Background: an optimization exercise with open tools, aiming at small area. Do not read the settings as production practice. Only simulation tests tie the RTL to the original design; equivalence was not proved.

### design/flow/config.mk
export PLATFORM = sky130hd
export DESIGN_NAME = pp_core
export DESIGN_NICKNAME = pp_core
export VERILOG_FILES = /design/flow/design.v
export SDC_FILE = /design/flow/constraint.sdc
export NUM_CORES = 4
export LEC_CHECK = 0
export CAP_MARGIN = 20
export CORE_MARGIN = 2
export CORE_UTILIZATION = 40
export CTS_CLUSTER_DIAMETER = 80
export CTS_CLUSTER_SIZE = 24
export PLACE_DENSITY = 0.6
export SLEW_MARGIN = 20
export SYNTH_HIERARCHICAL = 1
### design/flow/constraint.sdc
create_clock -name core_clock -period 12.0 [get_ports {clk}]
set_input_delay 2.4000 -clock core_clock [delete_from_list [all_inputs] [get_ports {clk}]]
set_output_delay 2.4000 -clock core_clock [all_outputs]
set_load 0.01 [all_outputs]
### design/flow/design.v
module pp_core (
    input  wire         clk,
    input  wire         rst,
    input  wire         cmd_valid,
    output wire         cmd_ready,
    input  wire [3:0]   cmd_code,
    input  wire [271:0] cmd_arg,
    output reg          rsp_valid,
    output reg  [1:0]   rsp_status,
    output wire [65:0]  rsp_data,
    output reg          tx_open_req,
    input  wire         tx_open_ack,
    input  wire         tx_open_ok,
    output reg          tx_wr_valid,
    output wire [31:0]  tx_wr_data,
    input  wire         tx_done,
    input  wire         tx_fail,
    output reg          tx_close,
    output wire [1:0]   phase,
    output wire [2:0]   err,
    output wire [1:0]   dstate
);
    localparam C_PARH   = 4'h1, C_PAR32 = 4'h2, C_ENCW  = 4'h3, C_TOBYTES = 4'h4,
               C_COUNT  = 4'h5, C_CMASK = 4'h6, C_PACKH = 4'h7, C_PACKB   = 4'h8,
               C_ENCPAT = 4'h9, C_LOAD  = 4'hA, C_START = 4'hB, C_LEN     = 4'hC,
               C_GET    = 4'hD, C_TICK  = 4'hE, C_STOP  = 4'hF;
    localparam PH_BUILD = 2'd0, PH_PLAY = 2'd1, PH_STOPPED = 2'd2, PH_HALT = 2'd3;
    localparam ST_OK = 2'd0, ST_REFUSED = 2'd1, ST_ERROR = 2'd2;
    localparam E_NONE = 3'd0, E_CONFIG = 3'd1, E_OPEN = 3'd2, E_WRITE = 3'd3, E_INDEX = 3'd4;
    reg  [511:0] cat;
    reg  [6:0]  cat_len;
    reg  [5:0]  cursor;
    reg  [1:0]  cnt_hi;               
    reg  [1:0]  cnt_lo;               
    reg  [1:0]  phase_r;
    reg  [2:0]  err_r;
    reg         stop_req;
    reg         wr_hdr;               
    reg         wr_body;              
    reg         open_wait;            
    reg  [31:0] rw;                   
    reg  [7:0]  rc;                   
    reg         f_low;                
    reg         f_ent;                
    reg         f_tick;               
    assign phase  = phase_r;
    assign err    = err_r;
    assign dstate = cnt_hi;
    wire busy = wr_hdr | wr_body;
    assign cmd_ready = !rst && !open_wait && (!busy || cmd_code == C_STOP);
    wire   accept    = cmd_valid && cmd_ready;
    wire [31:0] w = cmd_arg[31:0];
    wire        p_lo, p_hi;           
    wire        p_w  = p_lo ^ p_hi;
    wire [8:0]  count;
    pp_popcnt u_pop (.s(cmd_arg[255:0]), .c(count), .p_lo(p_lo), .p_hi(p_hi));
    wire [3:0]  code_eff = busy ? C_TICK : cmd_code;
    wire        sel_cur = code_eff[3] & code_eff[2] & code_eff[1];
    wire        sel_pp  = code_eff[0] & ~code_eff[2];
    wire [15:0] pm = sel_cur ? {10'd0, cursor} : sel_pp ? cmd_arg[271:256] : cmd_arg[15:0];
    wire [2:0]  m3oh;
    wire        id_par;
    pp_mod3 u_m3 (.p(pm), .oh(m3oh), .par8(id_par));
    wire [8:0]  mask = {{3{m3oh[2]}}, {3{m3oh[1]}}, {3{m3oh[0]}}};
    wire [31:0] body = {pm[7:0], mask, 14'd0, ~id_par};
    wire [5:0]  slot;
    wire [6:0]  sc;
    pp_ha a_s0 (.a(cat_len[0]), .b(~pm[0]), .s(slot[0]), .co(sc[1]));
    genvar gi;
    generate
        for (gi = 1; gi < 6; gi = gi + 1) begin : g_slot
            pp_fa a_s (.a(cat_len[gi]), .b(~pm[gi]), .c(sc[gi]), .s(slot[gi]), .co(sc[gi+1]));
        end
    endgenerate
    wire        slot_neg = ~(cat_len[6] | sc[6]);
    wire [7:0]  rd;
    pp_rdmux u_rd (.d(cat), .a(slot), .q(rd));
    wire        get_bad = slot_neg | (|cmd_arg[15:6]);
    wire [1:0]  cnt_lo_nx = (cnt_lo == 2'd2) ? 2'd0 : cnt_lo + 2'd1;
    wire [1:0]  cnt_hi_nx = (cnt_lo != 2'd2) ? cnt_hi : (cnt_hi == 2'd2) ? 2'd0 : cnt_hi + 2'd1;
    wire [5:0]  cursor_inc;
    wire [5:0]  cic;
    assign cursor_inc[0] = ~cursor[0];
    assign cic[1] = cursor[0];
    generate
        for (gi = 1; gi < 5; gi = gi + 1) begin : g_cinc
            pp_ha a_c (.a(cursor[gi]), .b(cic[gi]), .s(cursor_inc[gi]), .co(cic[gi+1]));
        end
    endgenerate
    assign cursor_inc[5] = cursor[5] ^ cic[5];
    wire [5:0]  cursor_nx = (slot == 6'd0) ? 6'd0 : cursor_inc;
    wire [6:0]  len_inc;
    wire [6:0]  lic;
    assign len_inc[0] = ~cat_len[0];
    assign lic[1] = cat_len[0];
    generate
        for (gi = 1; gi < 6; gi = gi + 1) begin : g_linc
            pp_ha a_l (.a(cat_len[gi]), .b(lic[gi]), .s(len_inc[gi]), .co(lic[gi+1]));
        end
    endgenerate
    assign len_inc[6] = cat_len[6] ^ lic[6];
    reg [31:0] rw_nx;
    always @* begin
        case (code_eff)
            C_PARH:    rw_nx = {30'd0, p_hi, p_lo};
            C_PAR32:   rw_nx = {31'd0, p_w};
            C_ENCW:    rw_nx = {w[31:1], w[0] ^ p_w};
            C_TOBYTES: rw_nx = w;
            C_COUNT:   rw_nx = {23'd0, count};
            C_CMASK:   rw_nx = {23'd0, mask};
            C_PACKH:   rw_nx = {4'hF, cmd_arg[7:0], 20'h42000};
            C_PACKB:   rw_nx = {cmd_arg[7:0], cmd_arg[16:8], 15'd0};
            C_LOAD:    rw_nx = {25'd0, cat_len[6] ? 7'd1 : cat_len};
            C_START:   rw_nx = {29'd0, E_CONFIG};
            C_LEN:     rw_nx = {25'd0, cat_len};
            C_GET:     rw_nx = get_bad ? {29'd0, E_INDEX} : body;
            default:   rw_nx = body;              
        endcase
    end
    wire [31:0] hdr = {4'hF, rc, 20'h42000} | {31'd0, ^rc};
    wire [31:0] tbody = rw & 32'hFFFF8001;
    assign rsp_data = ({66{f_low}}  & {34'd0, rw})
                    | ({66{f_ent}}  & {2'd0, hdr, 32'd0})
                    | ({66{f_tick}} & {hdr, tbody, cnt_hi});
    assign tx_wr_data = wr_body ? tbody : hdr;
    always @(posedge clk) begin
        rw <= open_wait ? {29'd0, E_OPEN} : rw_nx;
        rc <= code_eff[2] ? rd : count[7:0];
    end
    always @(posedge clk) begin
        f_low  <= 1'b0;
        f_ent  <= 1'b0;
        f_tick <= 1'b0;
        if (open_wait) begin
            f_low <= !tx_open_ok;
        end else if (accept) begin
            case (cmd_code)
                C_PARH, C_PAR32, C_ENCW, C_TOBYTES, C_COUNT, C_CMASK, C_PACKH, C_PACKB, C_LEN:
                    f_low <= 1'b1;
                C_ENCPAT: begin
                    f_low <= 1'b1;
                    f_ent <= 1'b1;
                end
                C_LOAD:  f_low <= phase_r == PH_BUILD;
                C_START: f_low <= phase_r == PH_BUILD && cat_len == 7'd0;
                C_GET: begin
                    f_low <= 1'b1;
                    f_ent <= !get_bad;
                end
                C_TICK:  f_tick <= phase_r == PH_PLAY && !stop_req;
                default: ;
            endcase
        end
    end
    always @(posedge clk) begin
        rsp_status <= ST_OK;
        if (rst) begin
            cat_len     <= 7'd0;
            cursor      <= 6'd0;
            cnt_hi      <= 2'd0;
            cnt_lo      <= 2'd0;
            phase_r     <= PH_BUILD;
            err_r       <= E_NONE;
            stop_req    <= 1'b0;
            wr_hdr      <= 1'b0;
            wr_body     <= 1'b0;
            open_wait   <= 1'b0;
            rsp_valid   <= 1'b0;
            tx_open_req <= 1'b0;
            tx_wr_valid <= 1'b0;
            tx_close    <= 1'b0;
        end else begin
            rsp_valid   <= 1'b0;
            tx_open_req <= 1'b0;
            tx_wr_valid <= 1'b0;
            tx_close    <= 1'b0;
            if (open_wait) begin
                if (tx_open_ack) begin
                    open_wait <= 1'b0;
                    rsp_valid <= 1'b1;
                    if (tx_open_ok) begin
                        cursor     <= 6'd0;
                        cnt_hi     <= 2'd0;
                        cnt_lo     <= 2'd0;
                        phase_r    <= PH_PLAY;
                        rsp_status <= ST_OK;
                    end else begin
                        if (err_r == E_NONE) err_r <= E_OPEN;
                        phase_r    <= PH_HALT;
                        rsp_status <= ST_ERROR;
                    end
                end
            end else if (busy) begin
                if (tx_done) begin
                    wr_hdr  <= 1'b0;
                    wr_body <= 1'b0;
                    if (wr_body) cursor <= cursor_nx;
                    if (tx_fail) begin
                        if (err_r == E_NONE) err_r <= E_WRITE;
                        tx_close <= 1'b1;           
                        phase_r  <= PH_HALT;
                    end else if (wr_hdr) begin
                        tx_wr_valid <= 1'b1;
                        wr_body     <= 1'b1;
                    end
                end
            end
            if (accept) begin
                rsp_valid  <= 1'b1;
                rsp_status <= ST_OK;
                case (cmd_code)
                    C_LOAD: begin
                        if (phase_r != PH_BUILD) begin
                            rsp_status <= ST_REFUSED;
                        end else if (cat_len[6]) begin
                            if (err_r == E_NONE) err_r <= E_CONFIG;
                            phase_r    <= PH_HALT;
                            rsp_status <= ST_ERROR;
                        end else begin
                            cat_len <= len_inc;
                        end
                    end
                    C_START: begin
                        if (phase_r != PH_BUILD) begin
                            rsp_status <= ST_REFUSED;
                        end else if (cat_len == 7'd0) begin
                            if (err_r == E_NONE) err_r <= E_CONFIG;
                            phase_r    <= PH_HALT;
                            rsp_status <= ST_ERROR;
                        end else begin
                            rsp_valid   <= 1'b0;
                            tx_open_req <= 1'b1;
                            open_wait   <= 1'b1;
                        end
                    end
                    C_GET: begin
                        if (get_bad) begin
                            if (err_r == E_NONE) err_r <= E_INDEX;
                            if (phase_r == PH_PLAY) tx_close <= 1'b1;
                            phase_r    <= PH_HALT;
                            rsp_status <= ST_ERROR;
                        end
                    end
                    C_TICK: begin
                        if (phase_r != PH_PLAY) begin
                            rsp_status <= ST_REFUSED;
                        end else if (stop_req) begin
                            tx_close <= 1'b1;
                            phase_r  <= PH_STOPPED;
                        end else begin
                            cnt_hi      <= cnt_hi_nx;
                            cnt_lo      <= cnt_lo_nx;
                            tx_wr_valid <= 1'b1;
                            wr_hdr      <= 1'b1;
                        end
                    end
                    C_STOP:    stop_req <= 1'b1;
                    4'h0:      rsp_status <= ST_REFUSED;    
                    default: ;
                endcase
            end
        end
    end
    always @(posedge clk) begin
        if (!rst && accept && cmd_code == C_LOAD && phase_r == PH_BUILD && !cat_len[6])
            cat <= {cat[503:0], count[7:0]};
    end
endmodule
module pp_rdmux (input wire [511:0] d, input wire [5:0] a, output wire [7:0] q);
    wire [7:0] col = 8'd1 << a[2:0];
    wire [7:0] row = 8'd1 << a[5:3];
    genvar h, b, l;
    generate
        for (b = 0; b < 8; b = b + 1) begin : g_bit
            wire [7:0] grp;
            for (h = 0; h < 8; h = h + 1) begin : g_grp
                wire [7:0] dd;
                for (l = 0; l < 8; l = l + 1) begin : g_l
                    assign dd[l] = d[64*h + 8*l + b];
                end
                pp_ao8 u_g (.d(dd), .s(col), .q(grp[h]));
            end
            pp_ao8 u_r (.d(grp), .s(row), .q(q[b]));
        end
    endgenerate
endmodule
module pp_ao8 (input wire [7:0] d, input wire [7:0] s, output wire q);
    wire n0, n1;
    pp_aoi222 u0 (.a(d[2:0]), .s(s[2:0]), .y(n0));
    pp_aoi222 u1 (.a(d[5:3]), .s(s[5:3]), .y(n1));
    assign q = ~(n0 & n1) | (d[6] & s[6]) | (d[7] & s[7]);
endmodule
module pp_aoi222 (input wire [2:0] a, input wire [2:0] s, output wire y);
    assign y = ~((a[0] & s[0]) | (a[1] & s[1]) | (a[2] & s[2]));
endmodule
module pp_mod3 (input wire [15:0] p, output wire [2:0] oh, output wire par8);
    wire s1a, c1a, s1b, c1b, s2a, c2a, s2b, c2b;
    pp_fa f0 (.a(p[0]),  .b(p[2]),  .c(p[4]),  .s(s1a), .co(c1a));
    pp_fa f1 (.a(p[8]),  .b(p[10]), .c(p[12]), .s(s1b), .co(c1b));
    pp_fa f2 (.a(p[1]),  .b(p[3]),  .c(p[5]),  .s(s2a), .co(c2a));
    pp_fa f3 (.a(p[9]),  .b(p[11]), .c(p[13]), .s(s2b), .co(c2b));
    assign par8 = s1a ^ s2a ^ p[6] ^ p[7];
    wire x1, y1, x2, y2, z1, t1, z2, t2;
    pp_fa f4 (.a(s1a), .b(s1b), .c(p[6]), .s(x1), .co(y1));
    pp_fa f5 (.a(p[14]), .b(c2a), .c(c2b), .s(x2), .co(y2));
    pp_fa f6 (.a(c1a), .b(c1b), .c(s2a), .s(z1), .co(t1));
    pp_fa f7 (.a(s2b), .b(p[7]), .c(p[15]), .s(z2), .co(t2));
    wire u1, v1, u2, v2;
    pp_fa f8 (.a(x1), .b(x2), .c(t1), .s(u1), .co(v1));
    pp_fa f9 (.a(y1), .b(y2), .c(z1), .s(u2), .co(v2));
    wire a, b, c, d;
    pp_fa f10 (.a(u1), .b(t2), .c(v2), .s(a), .co(b));
    pp_fa f11 (.a(v1), .b(u2), .c(z2), .s(c), .co(d));
    wire e, f, g, h;
    pp_ha h0 (.a(a), .b(d), .s(e), .co(f));
    pp_fa f12 (.a(b), .b(c), .c(f), .s(g), .co(h));
    assign oh[0] = (~e & ~h & ~g) | ((e ^ h) & g);
    assign oh[1] = ((e ^ h) & ~g) | (e & h & g);
    assign oh[2] = (e & h & ~g) | (~e & ~h & g);
endmodule
module pp_popcnt (input wire [255:0] s, output wire [8:0] c, output wire p_lo, output wire p_hi);
  wire n257, n258;
  pp_fa un257 (.a(s[0]), .b(s[1]), .c(s[2]), .s(n257), .co(n258));
  wire n259, n260;
  pp_fa un259 (.a(s[3]), .b(s[4]), .c(s[5]), .s(n259), .co(n260));
  wire n261, n262;
  pp_fa un261 (.a(s[6]), .b(s[7]), .c(s[8]), .s(n261), .co(n262));
  wire n263, n264;
  pp_fa un263 (.a(s[9]), .b(s[10]), .c(s[11]), .s(n263), .co(n264));
  wire n265, n266;
  pp_fa un265 (.a(s[12]), .b(s[13]), .c(s[14]), .s(n265), .co(n266));
  wire n267, n268;
  pp_fa un267 (.a(s[15]), .b(n257), .c(n259), .s(n267), .co(n268));
  wire n269, n270;
  pp_fa un269 (.a(n261), .b(n263), .c(n265), .s(n269), .co(n270));
  wire n271, n272;
  pp_ha un271 (.a(n267), .b(n269), .s(n271), .co(n272));
  wire n273, n274;
  pp_fa un273 (.a(s[16]), .b(s[17]), .c(s[18]), .s(n273), .co(n274));
  wire n275, n276;
  pp_fa un275 (.a(s[19]), .b(s[20]), .c(s[21]), .s(n275), .co(n276));
  wire n277, n278;
  pp_fa un277 (.a(s[22]), .b(s[23]), .c(s[24]), .s(n277), .co(n278));
  wire n279, n280;
  pp_fa un279 (.a(s[25]), .b(s[26]), .c(s[27]), .s(n279), .co(n280));
  wire n281, n282;
  pp_fa un281 (.a(s[28]), .b(s[29]), .c(s[30]), .s(n281), .co(n282));
  wire n283, n284;
  pp_fa un283 (.a(s[31]), .b(n273), .c(n275), .s(n283), .co(n284));
  wire n285, n286;
  pp_fa un285 (.a(n277), .b(n279), .c(n281), .s(n285), .co(n286));
  wire n287, n288;
  pp_ha un287 (.a(n283), .b(n285), .s(n287), .co(n288));
  wire n289, n290;
  pp_fa un289 (.a(s[32]), .b(s[33]), .c(s[34]), .s(n289), .co(n290));
  wire n291, n292;
  pp_fa un291 (.a(s[35]), .b(s[36]), .c(s[37]), .s(n291), .co(n292));
  wire n293, n294;
  pp_fa un293 (.a(s[38]), .b(s[39]), .c(s[40]), .s(n293), .co(n294));
  wire n295, n296;
  pp_fa un295 (.a(s[41]), .b(s[42]), .c(s[43]), .s(n295), .co(n296));
  wire n297, n298;
  pp_fa un297 (.a(s[44]), .b(s[45]), .c(s[46]), .s(n297), .co(n298));
  wire n299, n300;
  pp_fa un299 (.a(s[47]), .b(s[48]), .c(s[49]), .s(n299), .co(n300));
  wire n301, n302;
  pp_fa un301 (.a(s[50]), .b(s[51]), .c(s[52]), .s(n301), .co(n302));
  wire n303, n304;
  pp_fa un303 (.a(s[53]), .b(s[54]), .c(s[55]), .s(n303), .co(n304));
  wire n305, n306;
  pp_fa un305 (.a(s[56]), .b(s[57]), .c(s[58]), .s(n305), .co(n306));
  wire n307, n308;
  pp_fa un307 (.a(s[59]), .b(s[60]), .c(s[61]), .s(n307), .co(n308));
  wire n309, n310;
  pp_fa un309 (.a(s[62]), .b(s[63]), .c(s[64]), .s(n309), .co(n310));
  wire n311, n312;
  pp_fa un311 (.a(s[65]), .b(s[66]), .c(s[67]), .s(n311), .co(n312));
  wire n313, n314;
  pp_fa un313 (.a(s[68]), .b(s[69]), .c(s[70]), .s(n313), .co(n314));
  wire n315, n316;
  pp_fa un315 (.a(s[71]), .b(s[72]), .c(s[73]), .s(n315), .co(n316));
  wire n317, n318;
  pp_fa un317 (.a(s[74]), .b(s[75]), .c(s[76]), .s(n317), .co(n318));
  wire n319, n320;
  pp_fa un319 (.a(s[77]), .b(s[78]), .c(s[79]), .s(n319), .co(n320));
  wire n321, n322;
  pp_fa un321 (.a(s[80]), .b(s[81]), .c(s[82]), .s(n321), .co(n322));
  wire n323, n324;
  pp_fa un323 (.a(s[83]), .b(s[84]), .c(s[85]), .s(n323), .co(n324));
  wire n325, n326;
  pp_fa un325 (.a(s[86]), .b(s[87]), .c(s[88]), .s(n325), .co(n326));
  wire n327, n328;
  pp_fa un327 (.a(s[89]), .b(s[90]), .c(s[91]), .s(n327), .co(n328));
  wire n329, n330;
  pp_fa un329 (.a(s[92]), .b(s[93]), .c(s[94]), .s(n329), .co(n330));
  wire n331, n332;
  pp_fa un331 (.a(s[95]), .b(s[96]), .c(s[97]), .s(n331), .co(n332));
  wire n333, n334;
  pp_fa un333 (.a(s[98]), .b(s[99]), .c(s[100]), .s(n333), .co(n334));
  wire n335, n336;
  pp_fa un335 (.a(s[101]), .b(s[102]), .c(s[103]), .s(n335), .co(n336));
  wire n337, n338;
  pp_fa un337 (.a(s[104]), .b(s[105]), .c(s[106]), .s(n337), .co(n338));
  wire n339, n340;
  pp_fa un339 (.a(s[107]), .b(s[108]), .c(s[109]), .s(n339), .co(n340));
  wire n341, n342;
  pp_fa un341 (.a(s[110]), .b(s[111]), .c(s[112]), .s(n341), .co(n342));
  wire n343, n344;
  pp_fa un343 (.a(s[113]), .b(s[114]), .c(s[115]), .s(n343), .co(n344));
  wire n345, n346;
  pp_fa un345 (.a(s[116]), .b(s[117]), .c(s[118]), .s(n345), .co(n346));
  wire n347, n348;
  pp_fa un347 (.a(s[119]), .b(s[120]), .c(s[121]), .s(n347), .co(n348));
  wire n349, n350;
  pp_fa un349 (.a(s[122]), .b(s[123]), .c(s[124]), .s(n349), .co(n350));
  wire n351, n352;
  pp_fa un351 (.a(s[125]), .b(s[126]), .c(s[127]), .s(n351), .co(n352));
  wire n353, n354;
  pp_fa un353 (.a(s[128]), .b(s[129]), .c(s[130]), .s(n353), .co(n354));
  wire n355, n356;
  pp_fa un355 (.a(s[131]), .b(s[132]), .c(s[133]), .s(n355), .co(n356));
  wire n357, n358;
  pp_fa un357 (.a(s[134]), .b(s[135]), .c(s[136]), .s(n357), .co(n358));
  wire n359, n360;
  pp_fa un359 (.a(s[137]), .b(s[138]), .c(s[139]), .s(n359), .co(n360));
  wire n361, n362;
  pp_fa un361 (.a(s[140]), .b(s[141]), .c(s[142]), .s(n361), .co(n362));
  wire n363, n364;
  pp_fa un363 (.a(s[143]), .b(s[144]), .c(s[145]), .s(n363), .co(n364));
  wire n365, n366;
  pp_fa un365 (.a(s[146]), .b(s[147]), .c(s[148]), .s(n365), .co(n366));
  wire n367, n368;
  pp_fa un367 (.a(s[149]), .b(s[150]), .c(s[151]), .s(n367), .co(n368));
  wire n369, n370;
  pp_fa un369 (.a(s[152]), .b(s[153]), .c(s[154]), .s(n369), .co(n370));
  wire n371, n372;
  pp_fa un371 (.a(s[155]), .b(s[156]), .c(s[157]), .s(n371), .co(n372));
  wire n373, n374;
  pp_fa un373 (.a(s[158]), .b(s[159]), .c(s[160]), .s(n373), .co(n374));
  wire n375, n376;
  pp_fa un375 (.a(s[161]), .b(s[162]), .c(s[163]), .s(n375), .co(n376));
  wire n377, n378;
  pp_fa un377 (.a(s[164]), .b(s[165]), .c(s[166]), .s(n377), .co(n378));
  wire n379, n380;
  pp_fa un379 (.a(s[167]), .b(s[168]), .c(s[169]), .s(n379), .co(n380));
  wire n381, n382;
  pp_fa un381 (.a(s[170]), .b(s[171]), .c(s[172]), .s(n381), .co(n382));
  wire n383, n384;
  pp_fa un383 (.a(s[173]), .b(s[174]), .c(s[175]), .s(n383), .co(n384));
  wire n385, n386;
  pp_fa un385 (.a(s[176]), .b(s[177]), .c(s[178]), .s(n385), .co(n386));
  wire n387, n388;
  pp_fa un387 (.a(s[179]), .b(s[180]), .c(s[181]), .s(n387), .co(n388));
  wire n389, n390;
  pp_fa un389 (.a(s[182]), .b(s[183]), .c(s[184]), .s(n389), .co(n390));
  wire n391, n392;
  pp_fa un391 (.a(s[185]), .b(s[186]), .c(s[187]), .s(n391), .co(n392));
  wire n393, n394;
  pp_fa un393 (.a(s[188]), .b(s[189]), .c(s[190]), .s(n393), .co(n394));
  wire n395, n396;
  pp_fa un395 (.a(s[191]), .b(s[192]), .c(s[193]), .s(n395), .co(n396));
  wire n397, n398;
  pp_fa un397 (.a(s[194]), .b(s[195]), .c(s[196]), .s(n397), .co(n398));
  wire n399, n400;
  pp_fa un399 (.a(s[197]), .b(s[198]), .c(s[199]), .s(n399), .co(n400));
  wire n401, n402;
  pp_fa un401 (.a(s[200]), .b(s[201]), .c(s[202]), .s(n401), .co(n402));
  wire n403, n404;
  pp_fa un403 (.a(s[203]), .b(s[204]), .c(s[205]), .s(n403), .co(n404));
  wire n405, n406;
  pp_fa un405 (.a(s[206]), .b(s[207]), .c(s[208]), .s(n405), .co(n406));
  wire n407, n408;
  pp_fa un407 (.a(s[209]), .b(s[210]), .c(s[211]), .s(n407), .co(n408));
  wire n409, n410;
  pp_fa un409 (.a(s[212]), .b(s[213]), .c(s[214]), .s(n409), .co(n410));
  wire n411, n412;
  pp_fa un411 (.a(s[215]), .b(s[216]), .c(s[217]), .s(n411), .co(n412));
  wire n413, n414;
  pp_fa un413 (.a(s[218]), .b(s[219]), .c(s[220]), .s(n413), .co(n414));
  wire n415, n416;
  pp_fa un415 (.a(s[221]), .b(s[222]), .c(s[223]), .s(n415), .co(n416));
  wire n417, n418;
  pp_fa un417 (.a(s[224]), .b(s[225]), .c(s[226]), .s(n417), .co(n418));
  wire n419, n420;
  pp_fa un419 (.a(s[227]), .b(s[228]), .c(s[229]), .s(n419), .co(n420));
  wire n421, n422;
  pp_fa un421 (.a(s[230]), .b(s[231]), .c(s[232]), .s(n421), .co(n422));
  wire n423, n424;
  pp_fa un423 (.a(s[233]), .b(s[234]), .c(s[235]), .s(n423), .co(n424));
  wire n425, n426;
  pp_fa un425 (.a(s[236]), .b(s[237]), .c(s[238]), .s(n425), .co(n426));
  wire n427, n428;
  pp_fa un427 (.a(s[239]), .b(s[240]), .c(s[241]), .s(n427), .co(n428));
  wire n429, n430;
  pp_fa un429 (.a(s[242]), .b(s[243]), .c(s[244]), .s(n429), .co(n430));
  wire n431, n432;
  pp_fa un431 (.a(s[245]), .b(s[246]), .c(s[247]), .s(n431), .co(n432));
  wire n433, n434;
  pp_fa un433 (.a(s[248]), .b(s[249]), .c(s[250]), .s(n433), .co(n434));
  wire n435, n436;
  pp_fa un435 (.a(s[251]), .b(s[252]), .c(s[253]), .s(n435), .co(n436));
  wire n437, n438;
  pp_fa un437 (.a(s[254]), .b(s[255]), .c(n289), .s(n437), .co(n438));
  wire n439, n440;
  pp_fa un439 (.a(n291), .b(n293), .c(n295), .s(n439), .co(n440));
  wire n441, n442;
  pp_fa un441 (.a(n297), .b(n299), .c(n301), .s(n441), .co(n442));
  wire n443, n444;
  pp_fa un443 (.a(n303), .b(n305), .c(n307), .s(n443), .co(n444));
  wire n445, n446;
  pp_fa un445 (.a(n309), .b(n311), .c(n313), .s(n445), .co(n446));
  wire n447, n448;
  pp_fa un447 (.a(n315), .b(n317), .c(n319), .s(n447), .co(n448));
  wire n449, n450;
  pp_fa un449 (.a(n321), .b(n323), .c(n325), .s(n449), .co(n450));
  wire n451, n452;
  pp_fa un451 (.a(n327), .b(n329), .c(n331), .s(n451), .co(n452));
  wire n453, n454;
  pp_fa un453 (.a(n333), .b(n335), .c(n337), .s(n453), .co(n454));
  wire n455, n456;
  pp_fa un455 (.a(n339), .b(n341), .c(n343), .s(n455), .co(n456));
  wire n457, n458;
  pp_fa un457 (.a(n345), .b(n347), .c(n349), .s(n457), .co(n458));
  wire n459, n460;
  pp_fa un459 (.a(n351), .b(n353), .c(n355), .s(n459), .co(n460));
  wire n461, n462;
  pp_fa un461 (.a(n357), .b(n359), .c(n361), .s(n461), .co(n462));
  wire n463, n464;
  pp_fa un463 (.a(n363), .b(n365), .c(n367), .s(n463), .co(n464));
  wire n465, n466;
  pp_fa un465 (.a(n369), .b(n371), .c(n373), .s(n465), .co(n466));
  wire n467, n468;
  pp_fa un467 (.a(n375), .b(n377), .c(n379), .s(n467), .co(n468));
  wire n469, n470;
  pp_fa un469 (.a(n381), .b(n383), .c(n385), .s(n469), .co(n470));
  wire n471, n472;
  pp_fa un471 (.a(n387), .b(n389), .c(n391), .s(n471), .co(n472));
  wire n473, n474;
  pp_fa un473 (.a(n393), .b(n395), .c(n397), .s(n473), .co(n474));
  wire n475, n476;
  pp_fa un475 (.a(n399), .b(n401), .c(n403), .s(n475), .co(n476));
  wire n477, n478;
  pp_fa un477 (.a(n405), .b(n407), .c(n409), .s(n477), .co(n478));
  wire n479, n480;
  pp_fa un479 (.a(n411), .b(n413), .c(n415), .s(n479), .co(n480));
  wire n481, n482;
  pp_fa un481 (.a(n417), .b(n419), .c(n421), .s(n481), .co(n482));
  wire n483, n484;
  pp_fa un483 (.a(n423), .b(n425), .c(n427), .s(n483), .co(n484));
  wire n485, n486;
  pp_fa un485 (.a(n429), .b(n431), .c(n433), .s(n485), .co(n486));
  wire n487, n488;
  pp_fa un487 (.a(n435), .b(n437), .c(n439), .s(n487), .co(n488));
  wire n489, n490;
  pp_fa un489 (.a(n441), .b(n443), .c(n445), .s(n489), .co(n490));
  wire n491, n492;
  pp_fa un491 (.a(n447), .b(n449), .c(n451), .s(n491), .co(n492));
  wire n493, n494;
  pp_fa un493 (.a(n453), .b(n455), .c(n457), .s(n493), .co(n494));
  wire n495, n496;
  pp_fa un495 (.a(n459), .b(n461), .c(n463), .s(n495), .co(n496));
  wire n497, n498;
  pp_fa un497 (.a(n465), .b(n467), .c(n469), .s(n497), .co(n498));
  wire n499, n500;
  pp_fa un499 (.a(n471), .b(n473), .c(n475), .s(n499), .co(n500));
  wire n501, n502;
  pp_fa un501 (.a(n477), .b(n479), .c(n481), .s(n501), .co(n502));
  wire n503, n504;
  pp_fa un503 (.a(n483), .b(n485), .c(n271), .s(n503), .co(n504));
  wire n505, n506;
  pp_fa un505 (.a(n287), .b(n487), .c(n489), .s(n505), .co(n506));
  wire n507, n508;
  pp_fa un507 (.a(n491), .b(n493), .c(n495), .s(n507), .co(n508));
  wire n509, n510;
  pp_fa un509 (.a(n497), .b(n499), .c(n501), .s(n509), .co(n510));
  wire n511, n512;
  pp_fa un511 (.a(n503), .b(n505), .c(n507), .s(n511), .co(n512));
  wire n513, n514;
  pp_ha un513 (.a(n509), .b(n511), .s(n513), .co(n514));
  wire n515, n516;
  pp_fa un515 (.a(n258), .b(n260), .c(n262), .s(n515), .co(n516));
  wire n517, n518;
  pp_fa un517 (.a(n264), .b(n266), .c(n274), .s(n517), .co(n518));
  wire n519, n520;
  pp_fa un519 (.a(n276), .b(n278), .c(n280), .s(n519), .co(n520));
  wire n521, n522;
  pp_fa un521 (.a(n282), .b(n290), .c(n292), .s(n521), .co(n522));
  wire n523, n524;
  pp_fa un523 (.a(n294), .b(n296), .c(n298), .s(n523), .co(n524));
  wire n525, n526;
  pp_fa un525 (.a(n300), .b(n302), .c(n304), .s(n525), .co(n526));
  wire n527, n528;
  pp_fa un527 (.a(n306), .b(n308), .c(n310), .s(n527), .co(n528));
  wire n529, n530;
  pp_fa un529 (.a(n312), .b(n314), .c(n316), .s(n529), .co(n530));
  wire n531, n532;
  pp_fa un531 (.a(n318), .b(n320), .c(n322), .s(n531), .co(n532));
  wire n533, n534;
  pp_fa un533 (.a(n324), .b(n326), .c(n328), .s(n533), .co(n534));
  wire n535, n536;
  pp_fa un535 (.a(n330), .b(n332), .c(n334), .s(n535), .co(n536));
  wire n537, n538;
  pp_fa un537 (.a(n336), .b(n338), .c(n340), .s(n537), .co(n538));
  wire n539, n540;
  pp_fa un539 (.a(n342), .b(n344), .c(n346), .s(n539), .co(n540));
  wire n541, n542;
  pp_fa un541 (.a(n348), .b(n350), .c(n352), .s(n541), .co(n542));
  wire n543, n544;
  pp_fa un543 (.a(n354), .b(n356), .c(n358), .s(n543), .co(n544));
  wire n545, n546;
  pp_fa un545 (.a(n360), .b(n362), .c(n364), .s(n545), .co(n546));
  wire n547, n548;
  pp_fa un547 (.a(n366), .b(n368), .c(n370), .s(n547), .co(n548));
  wire n549, n550;
  pp_fa un549 (.a(n372), .b(n374), .c(n376), .s(n549), .co(n550));
  wire n551, n552;
  pp_fa un551 (.a(n378), .b(n380), .c(n382), .s(n551), .co(n552));
  wire n553, n554;
  pp_fa un553 (.a(n384), .b(n386), .c(n388), .s(n553), .co(n554));
  wire n555, n556;
  pp_fa un555 (.a(n390), .b(n392), .c(n394), .s(n555), .co(n556));
  wire n557, n558;
  pp_fa un557 (.a(n396), .b(n398), .c(n400), .s(n557), .co(n558));
  wire n559, n560;
  pp_fa un559 (.a(n402), .b(n404), .c(n406), .s(n559), .co(n560));
  wire n561, n562;
  pp_fa un561 (.a(n408), .b(n410), .c(n412), .s(n561), .co(n562));
  wire n563, n564;
  pp_fa un563 (.a(n414), .b(n416), .c(n418), .s(n563), .co(n564));
  wire n565, n566;
  pp_fa un565 (.a(n420), .b(n422), .c(n424), .s(n565), .co(n566));
  wire n567, n568;
  pp_fa un567 (.a(n426), .b(n428), .c(n430), .s(n567), .co(n568));
  wire n569, n570;
  pp_fa un569 (.a(n432), .b(n434), .c(n436), .s(n569), .co(n570));
  wire n571, n572;
  pp_fa un571 (.a(n268), .b(n270), .c(n284), .s(n571), .co(n572));
  wire n573, n574;
  pp_fa un573 (.a(n286), .b(n438), .c(n440), .s(n573), .co(n574));
  wire n575, n576;
  pp_fa un575 (.a(n442), .b(n444), .c(n446), .s(n575), .co(n576));
  wire n577, n578;
  pp_fa un577 (.a(n448), .b(n450), .c(n452), .s(n577), .co(n578));
  wire n579, n580;
  pp_fa un579 (.a(n454), .b(n456), .c(n458), .s(n579), .co(n580));
  wire n581, n582;
  pp_fa un581 (.a(n460), .b(n462), .c(n464), .s(n581), .co(n582));
  wire n583, n584;
  pp_fa un583 (.a(n466), .b(n468), .c(n470), .s(n583), .co(n584));
  wire n585, n586;
  pp_fa un585 (.a(n472), .b(n474), .c(n476), .s(n585), .co(n586));
  wire n587, n588;
  pp_fa un587 (.a(n478), .b(n480), .c(n482), .s(n587), .co(n588));
  wire n589, n590;
  pp_fa un589 (.a(n484), .b(n486), .c(n515), .s(n589), .co(n590));
  wire n591, n592;
  pp_fa un591 (.a(n517), .b(n519), .c(n521), .s(n591), .co(n592));
  wire n593, n594;
  pp_fa un593 (.a(n523), .b(n525), .c(n527), .s(n593), .co(n594));
  wire n595, n596;
  pp_fa un595 (.a(n529), .b(n531), .c(n533), .s(n595), .co(n596));
  wire n597, n598;
  pp_fa un597 (.a(n535), .b(n537), .c(n539), .s(n597), .co(n598));
  wire n599, n600;
  pp_fa un599 (.a(n541), .b(n543), .c(n545), .s(n599), .co(n600));
  wire n601, n602;
  pp_fa un601 (.a(n547), .b(n549), .c(n551), .s(n601), .co(n602));
  wire n603, n604;
  pp_fa un603 (.a(n553), .b(n555), .c(n557), .s(n603), .co(n604));
  wire n605, n606;
  pp_fa un605 (.a(n559), .b(n561), .c(n563), .s(n605), .co(n606));
  wire n607, n608;
  pp_fa un607 (.a(n565), .b(n567), .c(n569), .s(n607), .co(n608));
  wire n609, n610;
  pp_fa un609 (.a(n272), .b(n288), .c(n488), .s(n609), .co(n610));
  wire n611, n612;
  pp_fa un611 (.a(n490), .b(n492), .c(n494), .s(n611), .co(n612));
  wire n613, n614;
  pp_fa un613 (.a(n496), .b(n498), .c(n500), .s(n613), .co(n614));
  wire n615, n616;
  pp_fa un615 (.a(n502), .b(n571), .c(n573), .s(n615), .co(n616));
  wire n617, n618;
  pp_fa un617 (.a(n575), .b(n577), .c(n579), .s(n617), .co(n618));
  wire n619, n620;
  pp_fa un619 (.a(n581), .b(n583), .c(n585), .s(n619), .co(n620));
  wire n621, n622;
  pp_fa un621 (.a(n587), .b(n589), .c(n591), .s(n621), .co(n622));
  wire n623, n624;
  pp_fa un623 (.a(n593), .b(n595), .c(n597), .s(n623), .co(n624));
  wire n625, n626;
  pp_fa un625 (.a(n599), .b(n601), .c(n603), .s(n625), .co(n626));
  wire n627, n628;
  pp_fa un627 (.a(n605), .b(n607), .c(n609), .s(n627), .co(n628));
  wire n629, n630;
  pp_fa un629 (.a(n611), .b(n613), .c(n615), .s(n629), .co(n630));
  wire n631, n632;
  pp_fa un631 (.a(n617), .b(n619), .c(n621), .s(n631), .co(n632));
  wire n633, n634;
  pp_fa un633 (.a(n623), .b(n625), .c(n504), .s(n633), .co(n634));
  wire n635, n636;
  pp_fa un635 (.a(n506), .b(n508), .c(n510), .s(n635), .co(n636));
  wire n637, n638;
  pp_fa un637 (.a(n512), .b(n627), .c(n629), .s(n637), .co(n638));
  wire n639, n640;
  pp_fa un639 (.a(n631), .b(n633), .c(n635), .s(n639), .co(n640));
  wire n641, n642;
  pp_fa un641 (.a(n514), .b(n637), .c(n639), .s(n641), .co(n642));
  wire n643, n644;
  pp_fa un643 (.a(n516), .b(n518), .c(n520), .s(n643), .co(n644));
  wire n645, n646;
  pp_fa un645 (.a(n522), .b(n524), .c(n526), .s(n645), .co(n646));
  wire n647, n648;
  pp_fa un647 (.a(n528), .b(n530), .c(n532), .s(n647), .co(n648));
  wire n649, n650;
  pp_fa un649 (.a(n534), .b(n536), .c(n538), .s(n649), .co(n650));
  wire n651, n652;
  pp_fa un651 (.a(n540), .b(n542), .c(n544), .s(n651), .co(n652));
  wire n653, n654;
  pp_fa un653 (.a(n546), .b(n548), .c(n550), .s(n653), .co(n654));
  wire n655, n656;
  pp_fa un655 (.a(n552), .b(n554), .c(n556), .s(n655), .co(n656));
  wire n657, n658;
  pp_fa un657 (.a(n558), .b(n560), .c(n562), .s(n657), .co(n658));
  wire n659, n660;
  pp_fa un659 (.a(n564), .b(n566), .c(n568), .s(n659), .co(n660));
  wire n661, n662;
  pp_fa un661 (.a(n570), .b(n572), .c(n574), .s(n661), .co(n662));
  wire n663, n664;
  pp_fa un663 (.a(n576), .b(n578), .c(n580), .s(n663), .co(n664));
  wire n665, n666;
  pp_fa un665 (.a(n582), .b(n584), .c(n586), .s(n665), .co(n666));
  wire n667, n668;
  pp_fa un667 (.a(n588), .b(n590), .c(n592), .s(n667), .co(n668));
  wire n669, n670;
  pp_fa un669 (.a(n594), .b(n596), .c(n598), .s(n669), .co(n670));
  wire n671, n672;
  pp_fa un671 (.a(n600), .b(n602), .c(n604), .s(n671), .co(n672));
  wire n673, n674;
  pp_fa un673 (.a(n606), .b(n608), .c(n643), .s(n673), .co(n674));
  wire n675, n676;
  pp_fa un675 (.a(n645), .b(n647), .c(n649), .s(n675), .co(n676));
  wire n677, n678;
  pp_fa un677 (.a(n651), .b(n653), .c(n655), .s(n677), .co(n678));
  wire n679, n680;
  pp_fa un679 (.a(n657), .b(n659), .c(n661), .s(n679), .co(n680));
  wire n681, n682;
  pp_fa un681 (.a(n663), .b(n665), .c(n667), .s(n681), .co(n682));
  wire n683, n684;
  pp_fa un683 (.a(n669), .b(n671), .c(n673), .s(n683), .co(n684));
  wire n685, n686;
  pp_fa un685 (.a(n675), .b(n677), .c(n610), .s(n685), .co(n686));
  wire n687, n688;
  pp_fa un687 (.a(n612), .b(n614), .c(n616), .s(n687), .co(n688));
  wire n689, n690;
  pp_fa un689 (.a(n618), .b(n620), .c(n622), .s(n689), .co(n690));
  wire n691, n692;
  pp_fa un691 (.a(n624), .b(n626), .c(n628), .s(n691), .co(n692));
  wire n693, n694;
  pp_fa un693 (.a(n630), .b(n632), .c(n679), .s(n693), .co(n694));
  wire n695, n696;
  pp_fa un695 (.a(n681), .b(n683), .c(n634), .s(n695), .co(n696));
  wire n697, n698;
  pp_fa un697 (.a(n636), .b(n685), .c(n687), .s(n697), .co(n698));
  wire n699, n700;
  pp_fa un699 (.a(n689), .b(n638), .c(n691), .s(n699), .co(n700));
  wire n701, n702;
  pp_fa un701 (.a(n693), .b(n640), .c(n695), .s(n701), .co(n702));
  wire n703, n704;
  pp_fa un703 (.a(n697), .b(n699), .c(n642), .s(n703), .co(n704));
  wire n705, n706;
  pp_ha un705 (.a(n701), .b(n703), .s(n705), .co(n706));
  wire n707, n708;
  pp_fa un707 (.a(n644), .b(n646), .c(n648), .s(n707), .co(n708));
  wire n709, n710;
  pp_fa un709 (.a(n650), .b(n652), .c(n654), .s(n709), .co(n710));
  wire n711, n712;
  pp_fa un711 (.a(n656), .b(n658), .c(n660), .s(n711), .co(n712));
  wire n713, n714;
  pp_fa un713 (.a(n707), .b(n709), .c(n711), .s(n713), .co(n714));
  wire n715, n716;
  pp_fa un715 (.a(n662), .b(n664), .c(n666), .s(n715), .co(n716));
  wire n717, n718;
  pp_fa un717 (.a(n668), .b(n670), .c(n672), .s(n717), .co(n718));
  wire n719, n720;
  pp_fa un719 (.a(n674), .b(n676), .c(n678), .s(n719), .co(n720));
  wire n721, n722;
  pp_fa un721 (.a(n680), .b(n682), .c(n684), .s(n721), .co(n722));
  wire n723, n724;
  pp_fa un723 (.a(n713), .b(n715), .c(n717), .s(n723), .co(n724));
  wire n725, n726;
  pp_fa un725 (.a(n719), .b(n686), .c(n688), .s(n725), .co(n726));
  wire n727, n728;
  pp_fa un727 (.a(n690), .b(n692), .c(n694), .s(n727), .co(n728));
  wire n729, n730;
  pp_fa un729 (.a(n721), .b(n723), .c(n696), .s(n729), .co(n730));
  wire n731, n732;
  pp_fa un731 (.a(n698), .b(n725), .c(n700), .s(n731), .co(n732));
  wire n733, n734;
  pp_fa un733 (.a(n727), .b(n702), .c(n729), .s(n733), .co(n734));
  wire n735, n736;
  pp_fa un735 (.a(n731), .b(n704), .c(n733), .s(n735), .co(n736));
  wire n737, n738;
  pp_ha un737 (.a(n706), .b(n735), .s(n737), .co(n738));
  wire n739, n740;
  pp_fa un739 (.a(n708), .b(n710), .c(n712), .s(n739), .co(n740));
  wire n741, n742;
  pp_fa un741 (.a(n714), .b(n739), .c(n716), .s(n741), .co(n742));
  wire n743, n744;
  pp_fa un743 (.a(n718), .b(n720), .c(n722), .s(n743), .co(n744));
  wire n745, n746;
  pp_fa un745 (.a(n724), .b(n726), .c(n741), .s(n745), .co(n746));
  wire n747, n748;
  pp_fa un747 (.a(n728), .b(n743), .c(n730), .s(n747), .co(n748));
  wire n749, n750;
  pp_fa un749 (.a(n745), .b(n732), .c(n734), .s(n749), .co(n750));
  wire n751, n752;
  pp_fa un751 (.a(n747), .b(n736), .c(n749), .s(n751), .co(n752));
  wire n753, n754;
  pp_ha un753 (.a(n738), .b(n751), .s(n753), .co(n754));
  wire n755, n756;
  pp_fa un755 (.a(n740), .b(n742), .c(n744), .s(n755), .co(n756));
  wire n757, n758;
  pp_fa un757 (.a(n746), .b(n755), .c(n748), .s(n757), .co(n758));
  wire n759, n760;
  pp_fa un759 (.a(n750), .b(n757), .c(n752), .s(n759), .co(n760));
  wire n761, n762;
  pp_ha un761 (.a(n754), .b(n759), .s(n761), .co(n762));
  wire n763, n764;
  pp_fa un763 (.a(n756), .b(n758), .c(n760), .s(n763), .co(n764));
  wire n765, n766;
  pp_ha un765 (.a(n762), .b(n763), .s(n765), .co(n766));
  wire n767, n768;
  pp_ha un767 (.a(n764), .b(n766), .s(n767), .co(n768));
  assign c[0] = n513;
  assign c[1] = n641;
  assign c[2] = n705;
  assign c[3] = n737;
  assign c[4] = n753;
  assign c[5] = n761;
  assign c[6] = n765;
  assign c[7] = n767;
  assign c[8] = n768;
  assign p_lo = n271;
  assign p_hi = n287;
endmodule
module pp_fa (input wire a, input wire b, input wire c, output wire s, output wire co);
  assign s  = a ^ b ^ c;
  assign co = ~((~a & ~b) | (~a & ~c) | (~b & ~c));
endmodule
module pp_ha (input wire a, input wire b, output wire s, output wire co);
  assign s  = a ^ b;
  assign co = a & b;
endmodule
### design/flow/flow/run.sh
#!/bin/bash
# The standard layout, with each port buffered by the smallest buffer
# (sky130_fd_sc_hd__buf_1) instead of the default clkdlybuf4s50_1, and with
# OpenROAD's power recovery (downsizing of gates off the critical paths)
# after global routing.
set -euo pipefail
export BUFFER_PORTS_ARGS="-buffer_cell sky130_fd_sc_hd__buf_1"
export RECOVER_POWER=100
bash standard.sh finish > flow_standard.log 2>&1
### design/flow/standard.sh
#!/bin/bash
# synth_recipe.tcl (not shown) runs the flow's synth.tcl, then flattens the netlist and writes it again
# the make line also repeats each setting of config.mk as NAME=value (left out here)
make -C /OpenROAD-flow-scripts/flow DESIGN_CONFIG=/design/flow/config.mk WORK_HOME=/design/flow/orfs CLKGATE_MAP_FILE= SYNTH_SCRIPT=/design/flow/synth_recipe.tcl "${@:-finish}"
==> run summary, run 1 <==
* Core Area at 0.0698 mm2
* Fillers at 6230
* Initial antenna violation count at 8
* Area fraction of the dominant cell type after synthesis at 0.547
* Hold_ws at 0.439 ns
* Share of cells above drive strength 1 at 0.0487
* Sequential share of the synthesized area at 0.600
* Register area at 0.0169 mm2
* Starting density of the core at 0.403
* Syn avg cell area at 16.8 um2
* Final wirelength at 81400 um
* Area leader, netlist: edfxtp_1
* Reg2reg start: wr_body
* Max Cap Viol at 7
* CTS H-tree depth at 1
* Top cells by area, synth: edfxtp_1 55%, fa_1 19%, a222oi_1 5.5%
* Slew at the pin closest to its max-slew limit at 3.64 ns
* Tmin final at 9.86 ns
* Outcome: complete, but fails checks
* Fmax at 0.101 GHz
* Hold Buf Count CTS at 0
* Total CTS buffers at 29
* Die area at 0.0724 mm2
* RSZ-0062 raised after global routing: false
* Vias at 17.6k
* Clock Tree Buf Depth at 3
* Final hold violations at 0
* Reg2Reg Depth at 14
* Final setup vio count at 0
* Crit Path Max Fanout at 56
* Ys Warns at 7
* Flop-to-flop setup slack at 3.14 ns
* Mapped Cells at 1674
* Largest net degree at the start of global routing at 192
* Origin of the worst min-delay path: cat[56]
* Final Skew at 0.0169 ns
* R2r endpoint: rc[4]
* Crit Path Class: primary input to flip-flop
* Drt drc at 0
* Cts repair resizes at 0
* Post-Syn Area at 0.0281 mm2
* Worst setup SP type: primary input
* CTS Root Cell: clkbuf_16
* Yosys reg bits at 587
* TritonCTS clock tree: yes
* Ports at 395
* Setup bufs post-CTS at 0
* Clock transition at path regs at 0.10 ns
* Chip height at 269 um
* Hold Crit Depth at 0
* Die X at 269 um
* DR vias/cell at 5.83
* Crit end category: flip-flop
* Synth unique cells at 72
* Number of global-route vias before repair at 18.5k
* Most used flip-flop cell after synthesis: edfxtp_1
* # port buffers at 367
* Max Slew Vio Count at 510
* Rows at 97
* PnR worst setup slack at 2.14 ns
* Worst slew margin relative to its limit at -1.42
* Routability Congestion at 0.935
* Skew-Pair Late Insertion Delay at 0.61 ns
* Final antenna-violating net count at 0
* Critical path data required time at 12.54 ns
* Layout check faults: capacitance limit, slew limit
* Synth-to-Final Area Change at 11.7%
* Crit path arrival time at 10.40 ns
* EDFF count, synth at 512
* Clock Sinks at 587
* 1st-iter DRT viols at 2325
* DR WL/cell at 27.0 um
* First-pass GRT wire length at 120000 um
* Multi-input logic area at 0.0108 mm2
* Final Cycle Share at 0.822
* Final Net Count at 2621
* GR Overflow Total at 0
* DR pass1 iterations at 11
* Worst Hold Class: flip-flop to flip-flop
* WHS Endpoint: cat[64]
* DP Wirelength at 58500 um
* Total track usage at 0.220
* Pre-CTS setup slack at 2.26 ns
* Share of flip-flops with an asynchronous set or reset at 0
* Commonest non-fill, non-tap cells in the layout: 512 x edfxtp_1, 364 x buf_1, 265 x fa_1, 155 x a222oi_1, 82 x nand3_1
* Most common cell after layout, fill and taps aside: edfxtp_1
how the worst max path moves through the flow:
stage / slack, ns / to / cells after the start / start
floorplan: -7.63 / cat[0] / 4 / cmd_code[3]
global placement: 2.30 / rw[7] / 18 / cmd_arg[0]
detailed placement: 2.26 / rw[7] / 17 / cmd_arg[1]
CTS: 2.91 / rw[7] / 17 / cmd_arg[1]
global route: 1.42 / cat[139] / 8 / cmd_code[3]
finish: 2.14 / rc[4] / 16 / cmd_code[3]
logic make-up after synthesis:
| logic type | Yosys count | synth area share |
|---|---|---|
| simple gates | 296 | 0.0578 |
| mux | 22 | 0.00877 |
| buf+inv | 93 | 0.0190 |
| xor+xnor | 12 | 0.00374 |
| flops | 587 | 0.600 |
| compound gates | 376 | 0.112 |
| other cells | 1 | 0.000133 |
| fa+ha+maj | 287 | 0.198 |
synth_stat cells (all sizes together), types with 4 or more instances:
cell / instances
a31oi: 10
dfxtp: 75
nand4: 4
nor2b: 6
nor3b: 9
nor2: 37
clkbuf: 16
and3: 10
and2: 24
a221oi: 9
a22oi: 77
xnor2: 8
nand2: 65
a222oi: 155
o21ai: 10
buf: 62
inv: 15
mux2: 21
a21o: 5
o2bb2ai: 8
nor3: 15
nand2b: 11
xor2: 4
fa: 265
o21a: 4
ha: 22
edfxtp: 512
and3b: 7
or3: 4
nor4b: 4
a21oi: 47
a22o: 29
nand3: 82
nor4: 7
registers in the layout, indices dropped and copies added (netlist names), 3 cells and up:
signal / cells
cat: 512
rw: 32
rc: 8
cat_len: 7
cursor: 6
err_r: 3
layer usage:
metal / part of all wire / up-vias / global-route usage
met1: 0.37 / 9050 / 0.275
met2: 0.51 / 962 / 0.387
met5: 0.00064 / - / 0
met4: 0.029 / 8 / 0.0628
li1: - / 7457 / -
met3: 0.087 / 126 / 0.0429
Yosys stat by module (local to each module, per instance):
module / copies in the design / cell area, um2 / cells / flops+latches
pp_ao8: 72 / 12.5 / 2 / 0
pp_aoi222: 144 / 10.0 / 1 / 0
pp_core: 1 / 19900 / 1066 / 587
pp_fa: 265 / 20.0 / 1 / 0
pp_ha: 20 / 12.5 / 1 / 0
pp_mod3: 1 / 92.6 / 10 / 0
pp_popcnt: 1 / 67.6 / 9 / 0
pp_rdmux: 1 / 130 / 16 / 0
critical path: stages:
cell      delay (ns)
buf_1           0.06
clkbuf_1        0.80
nand3_1         0.19
and2_0          0.41
a31oi_1         0.55
inv_1           0.13
ha_1            0.22
fa_1            0.39
fa_1            0.60
nor3b_2         0.79
clkbuf_1        2.62
a222oi_1        0.35
nand3_1         0.31
a222oi_1        0.17
nand3_1         0.18
mux2_2          0.21
cell type report:
class,count,area share
inverters,15,0.00179
repair buffers,398,0.0509
flip-flops and latches,587,0.537
clock inverters,6,0.00283
well taps,940,0.0374
multi-input cells,1020,0.344
clock buffers,48,0.0254
diodes,5,0.000398
per-stage QoR:
stage                     setup TNS, ns  instances  utilization  instance area [um2]
after global placement                0       2960        0.438                30600
after global routing                  0       3014        0.450                31400
after CTS                             0       3014        0.451                31500
after detailed placement              0       2960        0.438                30600
final                                 0       3019        0.450                31400
after floorplan                -3940.95       1700            -                28200
==> inputs of run 2 (changes only) <==
==> design/flow/flow/run.sh (replaced) <==
#!/bin/bash
# The standard layout, with each port buffered by the smallest buffer
# (sky130_fd_sc_hd__buf_1) instead of the default clkdlybuf4s50_1.
set -euo pipefail
export BUFFER_PORTS_ARGS="-buffer_cell sky130_fd_sc_hd__buf_1"
bash standard.sh finish > flow_standard.log 2>&1
--- a/design/flow/config.mk
+++ b/design/flow/config.mk
@@ -9,6 +9,6 @@
 export CORE_MARGIN = 2
 export CORE_UTILIZATION = 40
-export CTS_CLUSTER_DIAMETER = 80
-export CTS_CLUSTER_SIZE = 24
+export CTS_CLUSTER_DIAMETER = 110
+export CTS_CLUSTER_SIZE = 26
 export PLACE_DENSITY = 0.6
 export SLEW_MARGIN = 20
==> run summary, run 2 <==
* Outcome: timing/DRC/antenna clean
* Worst slew margin relative to its limit at 0.292 (+1.72)
* Max Cap Viol at 0 (-7)
* Fmax at 0.110 GHz (+8.0%)
* Max reg flops at 512 (unchanged)
* Hold Buf Count CTS at 0 (unchanged)
* Sequential share of the synthesized area at 0.600 (unchanged)
* Area fraction of the dominant cell type after synthesis at 0.547 (unchanged)
* Worst setup SP type: primary input
* 1st-iter DRT viols at 2263 (-2.7%)
* Number of global-route vias before repair at 18.5k (-0.059%)
* Design Area, Final at 0.0314 mm2 (-0.18%)
* EDFF count, synth at 512 (unchanged)
* Tmin final at 9.13 ns (-0.733 ns)
* DR WL/cell at 27.0 um (about the same)
* Core Area at 0.0698 mm2 (unchanged)
* DR pass1 iterations at 10 (-1)
* CTS H-tree depth at 1 (unchanged)
* Most frequent cell after synthesis: edfxtp_1
* Largest Register: cat
* GR Overflow Total at 0 (unchanged)
* Rows at 97 (unchanged)
* Starting density of the core at 0.403 (unchanged)
* Total CTS buffers at 26 (-10%)
* Final antenna-violating net count at 0 (unchanged)
* Ports at 395 (unchanged)
* Critical path data required time at 12.47 ns (-0.07 ns)
* Die X at 269 um (unchanged)
* Area leader, netlist: edfxtp_1
* RSZ-0062 raised after global routing: false
* CTS Root Cell: clkbuf_16
* Final Skew at 0.0171 ns (+0.000204 ns)
* Chip height at 269 um (unchanged)
* DR vias/cell at 5.79 (-0.66%)
* Cts repair resizes at 0 (unchanged)
* Clock Tree Buf Depth at 3 (unchanged)
* Worst Hold Class: flip-flop to flip-flop
* Clock Sinks at 587 (unchanged)
* Initial antenna violation count at 10 (+2)
* Setup bufs post-CTS at 0 (unchanged)
* Setup TNS at 0 ns (unchanged)
* Placed cell area at 0.0306 mm2 (unchanged)
* Synth-to-Final Area Change at 11.5%
* Ys Warns at 7 (unchanged)
* Crit path arrival time at 9.60 ns (-0.80 ns)
* Crit Path Class: primary input to flip-flop
* Die area at 0.0724 mm2 (unchanged)
* Crit end category: flip-flop
* Share of flip-flops with an asynchronous set or reset at 0 (unchanged)
* Multi-input logic area at 0.0108 mm2 (+0.27%)
* Total track usage at 0.219 (-0.000303)
* Crit Path Max Fanout at 5 (-91%)
* Clock transition at path regs at 0.11 ns (about the same)
* DP Wirelength at 58500 um (unchanged)
* Post-Syn Area at 0.0281 mm2 (unchanged)
* Drt drc at 0 (unchanged)
* Synth unique cells at 72 (unchanged)
* Share of cells above drive strength 1 at 0.0532 (+0.00449)
* Yosys reg bits at 587 (unchanged)
* Routability Congestion at 0.935 (unchanged)
* Final setup vio count at 0 (unchanged)
* Register area at 0.0169 mm2 (about the same)
* Final Net Count at 2618 (-0.11%)
* Top cells by area, synth: edfxtp_1 55%, fa_1 19%, a222oi_1 5.5%
* Most common cell after layout, fill and taps aside: edfxtp_1
* Largest net degree at the start of global routing at 192 (unchanged)
* First-pass GRT wire length at 120000 um (-0.23%)
* Slew at the pin closest to its max-slew limit at 1.06 ns (-2.58 ns)
* Commonest non-fill, non-tap cells in the layout: 512 x edfxtp_1, 367 x buf_1, 265 x fa_1, 155 x a222oi_1, 82 x nand3_1
* Synth top cells by count: 512 x edfxtp_1, 265 x fa_1, 155 x a222oi_1
* Final hold violations at 0 (unchanged)
* Vias at 17.4k (-0.89%)
* Skew-Pair Late Insertion Delay at 0.59 ns (-0.02 ns)
* Biggest regs: cat (512), rw (32), rc (8)
* Max Slew Vio Count at 0 (-100%)
* Mapped Cells at 1674 (unchanged)
* Final wirelength at 81200 um (-0.22%)
* Final Cycle Share at 0.761 (-0.0611)
* Fillers at 6224 (-0.096%)
* TritonCTS clock tree: yes
* Syn avg cell area at 16.8 um2 (unchanged)
* # port buffers at 367 (unchanged)
* Most used flip-flop cell after synthesis: edfxtp_1
[run 2: cell counts after synthesis]
Identical to the previous run, type by type.
[run 2: metrics by stage]
stage	setup WS (ns)	hold slack, ns	util	instances
final	2.87	0.453	0.449	3012
after global routing	2.74	0.465	0.449	3008
after CTS	2.90	0.447	0.449	3008
after detailed placement	2.26	0.431	0.438	2960
after global placement	2.30	0.430	0.438	2960
after floorplan	-7.63	0.426	-	1700
[run 2: worst paths after layout]
path                            depth (start not counted)  startpoint  slack, ns  endpoint
worst min register to register                          0    cat[125]       0.45  cat[133]
worst max register to register                         14     wr_body       5.36     rc[6]
worst max-delay path                                   17  cmd_arg[1]       2.87     rw[7]
worst min-delay path                                    0    cat[125]       0.45  cat[133]
[run 2: cell type report]
cell class	count	area share
timing repair buffer	398	0.0523
multi-input combinational	1020	0.346
clock inverter	2	0.00104
clock buffer	46	0.0231
inverter	15	0.00180
sequential	587	0.538
antenna	4	0.000319
tap	940	0.0375
[run 2: cell families after synthesis]
logic type               synth area share
XOR/XNOR                          0.00374
AND/OR/NAND/NOR                    0.0578
AO/OA/AOI/OAI                       0.112
other                            0.000133
flip-flops                          0.600
buffers and inverters              0.0190
adder cells (fa/ha/maj)             0.198
multiplexers                      0.00877
[run 2: modules after synthesis (local to each module, per instance)]
| module | cell area (um2) | flops+latches | copies in the design |
|---|---|---|---|
| pp_ao8 | 12.5 | 0 | 72 |
| pp_aoi222 | 10.0 | 0 | 144 |
| pp_core | 19900 | 587 | 1 |
| pp_fa | 20.0 | 0 | 265 |
| pp_ha | 12.5 | 0 | 20 |
| pp_mod3 | 92.6 | 0 | 1 |
| pp_popcnt | 67.6 | 0 | 1 |
| pp_rdmux | 130 | 0 | 1 |
[run 2: worst max-delay path, cell delays in order]
cell and delay [ns]:
buf_1 0.24, fa_1 0.50, fa_1 0.46, fa_1 0.53, fa_1 0.53, fa_1 0.57, fa_1 0.54, fa_1 0.55
fa_1 0.44, fa_1 0.42, fa_1 0.44, fa_1 0.39, fa_1 0.45, ha_1 0.20, ha_1 0.40, a222oi_1 0.45
nor2_1 0.09
[run 2: layer usage]
metal / track usage / vias up / routed length (um)
met5: 0 / - / 68
met4: 0.0647 / 10 / 2180
met3: 0.0433 / 114 / 7120
met2: 0.386 / 862 / 41800
met1: 0.274 / 9016 / 30000
li1: - / 7445 / -
==> inputs of run 3 (changes only) <==
--- a/design/flow/config.mk
+++ b/design/flow/config.mk
@@ -9,6 +9,6 @@
 export CORE_MARGIN = 2
 export CORE_UTILIZATION = 40
-export CTS_CLUSTER_DIAMETER = 110
-export CTS_CLUSTER_SIZE = 26
+export CTS_CLUSTER_DIAMETER = 150
+export CTS_CLUSTER_SIZE = 22
 export PLACE_DENSITY = 0.6
 export SLEW_MARGIN = 20
==> run summary, run 3 <==
* Outcome: timing/DRC/antenna clean
* Clock transition at path regs at 0.09 ns (-0.02 ns)
* Slew at the pin closest to its max-slew limit at 1.06 ns (-0.00255 ns)
* Critical path data required time at 12.49 ns (+0.02 ns)
* Synth unique cells at 72 (unchanged)
* CTS H-tree depth at 1 (unchanged)
* DR WL/cell at 26.9 um (about the same)
* Worst slew margin relative to its limit at 0.294 (+0.00170)
* Top cells by area, synth: edfxtp_1 55%, fa_1 19%, a222oi_1 5.5%
* Clock Sinks at 587 (unchanged)
* Setup TNS at 0 ns (unchanged)
* Share of flip-flops with an asynchronous set or reset at 0 (unchanged)
* Total CTS buffers at 30 (+15%)
* Area leader, netlist: edfxtp_1
* Number of global-route vias before repair at 18.5k (+0.011%)
* Cts repair resizes at 0 (unchanged)
* Total track usage at 0.220 (+0.000570)
* Mapped Cells at 1674 (unchanged)
* Post-Syn Area at 0.0281 mm2 (unchanged)
* First-pass GRT wire length at 120000 um (+0.40%)
* Routability Congestion at 0.935 (unchanged)
* Die area at 0.0724 mm2 (unchanged)
* Worst Hold Class: flip-flop to flip-flop
* Syn avg cell area at 16.8 um2 (unchanged)
* Final Net Count at 2622 (+0.15%)
* Vias at 17.5k (+0.092%)
* Max Cap Viol at 0 (unchanged)
* 1st-iter DRT viols at 2331 (+3.0%)
* Most common cell after layout, fill and taps aside: edfxtp_1
* TritonCTS clock tree: yes
* Synth top cells by count: 512 x edfxtp_1, 265 x fa_1, 155 x a222oi_1
* Ys Warns at 7 (unchanged)
* Most used flip-flop cell after synthesis: edfxtp_1
* Final wirelength at 81300 um (+0.12%)
* Crit end category: flip-flop
* Final hold violations at 0 (unchanged)
* Chip height at 269 um (unchanged)
* Setup bufs post-CTS at 0 (unchanged)
* Yosys reg bits at 587 (unchanged)
* Max reg flops at 512 (unchanged)
* Final Skew at 0.0173 ns (+0.000226 ns)
* Drt drc at 0 (unchanged)
* Worst setup SP type: primary input
* EDFF count, synth at 512 (unchanged)
* Crit Path Max Fanout at 5 (unchanged)
* Ports at 395 (unchanged)
* Synth-to-Final Area Change at 11.9%
* Skew-Pair Late Insertion Delay at 0.61 ns (+0.02 ns)
* DP Wirelength at 58500 um (unchanged)
* Crit Path Class: primary input to flip-flop
* RSZ-0062 raised after global routing: false
* Most frequent cell after synthesis: edfxtp_1
* Max Slew Vio Count at 0 (unchanged)
* Clock Tree Buf Depth at 3 (unchanged)
* Tmin final at 9.12 ns (-0.00459 ns)
* CP max stage cell: fa_1
* Area fraction of the dominant cell type after synthesis at 0.547 (unchanged)
* Crit-path cells: buf_1 > fa_1 > fa_1 > fa_1 > fa_1 > fa_1 > fa_1 > fa_1 > fa_1 > fa_1 > fa_1 > fa_1 > fa_1 > ha_1 > ha_1 > a222oi_1 > nor2_1
* GR Overflow Total at 0 (unchanged)
* CP peak stage delay at 0.57 ns (about the same)
* Final setup vio count at 0 (unchanged)
* DR vias/cell at 5.79 (-0.11%)
* Rows at 97 (unchanged)
* Final antenna-violating net count at 0 (unchanged)
* # port buffers at 367 (unchanged)
* Cell Count, Final, Fillers Out at 3018 (+0.20%)
* Die X at 269 um (unchanged)
* Final Cycle Share at 0.760 (about the same)
* Inst Count DP at 2960 (unchanged)
* Largest Register: cat
* Sequential share of the synthesized area at 0.600 (unchanged)
* Hold Buf Count CTS at 0 (unchanged)
* Most common cell on crit path: fa_1
* Core Area at 0.0698 mm2 (unchanged)
* Commonest non-fill, non-tap cells in the layout: 512 x edfxtp_1, 367 x buf_1, 265 x fa_1, 155 x a222oi_1, 82 x nand3_1
* Biggest regs: cat (512), rw (32), rc (8)
* Fmax at 0.110 GHz (about the same)
* DR pass1 iterations at 9 (-1)
* Largest net degree at the start of global routing at 192 (unchanged)
* Share of cells above drive strength 1 at 0.0549 (+0.00172)
* CTS Root Cell: clkbuf_16
* Initial antenna violation count at 10 (unchanged)
* Crit path arrival time at 9.61 ns (about the same)
* Starting density of the core at 0.403 (unchanged)
-- run 3: critical path: cells and delay by family --
kind / cells / cell delay, ns
adders and majority gates: 14 / 6.42
AOI/OAI and AO/OA: 1 / 0.45
buffers and inverters: 1 / 0.23
and+or+nand+nor: 1 / 0.09
-- run 3: per-stage QoR --
step | setup WS (ns) | hold WS, ns | utilization | cell area, um2
detailed placement | 2.26 | 0.431 | 0.438 | 30600
global placement | 2.30 | 0.430 | 0.438 | 30600
finish | 2.88 | 0.454 | 0.451 | 31500
floorplan | -7.63 | 0.426 | - | 28200
global route | 2.75 | 0.455 | 0.451 | 31500
CTS | 2.91 | 0.451 | 0.451 | 31500
-- run 3: cell type report --
| cell class | count | area (um2) |
|---|---|---|
| repair buffers | 398 | 1640 |
| inverters | 15 | 56.3 |
| clock inverters | 2 | 25.0 |
| fillers | 6220 | 38300 |
| clock buffers | 54 | 841 |
| multi-input cells | 1020 | 10800 |
| well taps | 940 | 1180 |
| flip-flops and latches | 587 | 16900 |
| diodes | 2 | 5.00 |
-- run 3: final timing paths --
path / start / depth (start not counted) / slack, ns / endpoint
worst max-delay path: cmd_arg[1] / 17 / 2.88 / rw[7]
worst min-delay path: cat[391] / 0 / 0.45 / cat[399]
worst max register to register: wr_body / 14 / 5.44 / rc[6]
worst min register to register: cat[391] / 0 / 0.45 / cat[399]
-- run 3: kinds of logic (layout without fill, tap and decap cells) --
group,after synthesis,after routing,share of synthesized area
compound gates,376,376,0.112
buf+inv,93,469,0.0190
simple gates,296,296,0.0578
fa+ha+maj,287,287,0.198
other cells,1,29,0.000133
mux,22,22,0.00877
xor+xnor,12,12,0.00374
flops,587,587,0.600
-- run 3: layer usage --
metal  GRT usage  vias up  share of wire
li1            -     7458              -
met1       0.277     8952           0.37
met2       0.388      914           0.51
met3      0.0403      131          0.083
met4      0.0634        8          0.031
met5           0        -        0.00064
-- run 3: Yosys stat by module, one instance, submodules excluded --
module / area, um2 / flops+latches
pp_core: 19900 / 587
pp_ha: 12.5 / 0
pp_aoi222: 10.0 / 0
pp_rdmux: 130 / 0
pp_ao8: 12.5 / 0
pp_mod3: 92.6 / 0
pp_fa: 20.0 / 0
pp_popcnt: 67.6 / 0

==> what the ideal ports hide <==
How much do the figures lean on ideal ports? The routed layouts below were timed once more, with nothing changed but the port constraints. Step 1: set_driving_cell puts a clkbuf_16 on clk and a buf_2 on each other input, an assumption about the parent block. Step 2 times the ports against the registers' clock, not the clock port: input delays grow and output delays shrink by t, the midpoint of the rising clock arrivals with the driver on. Three values: ideal ports, drivers, drivers and shift; two values: the first two.
run | t (ns) | setup WS [ns] | worst setup path at the end
run 1 | 0.657 | 2.138 / 2.169 / 1.511 | input to register
run 2 | 0.644 | 2.871 / 2.884 / 2.240 | input to register
run 3 | 0.659 | 2.876 / 2.888 / 2.229 | input to register
For run 3, which loses most, drivers alone change the setup slack by +0.012 ns; drivers and shift together by -0.647 ns.
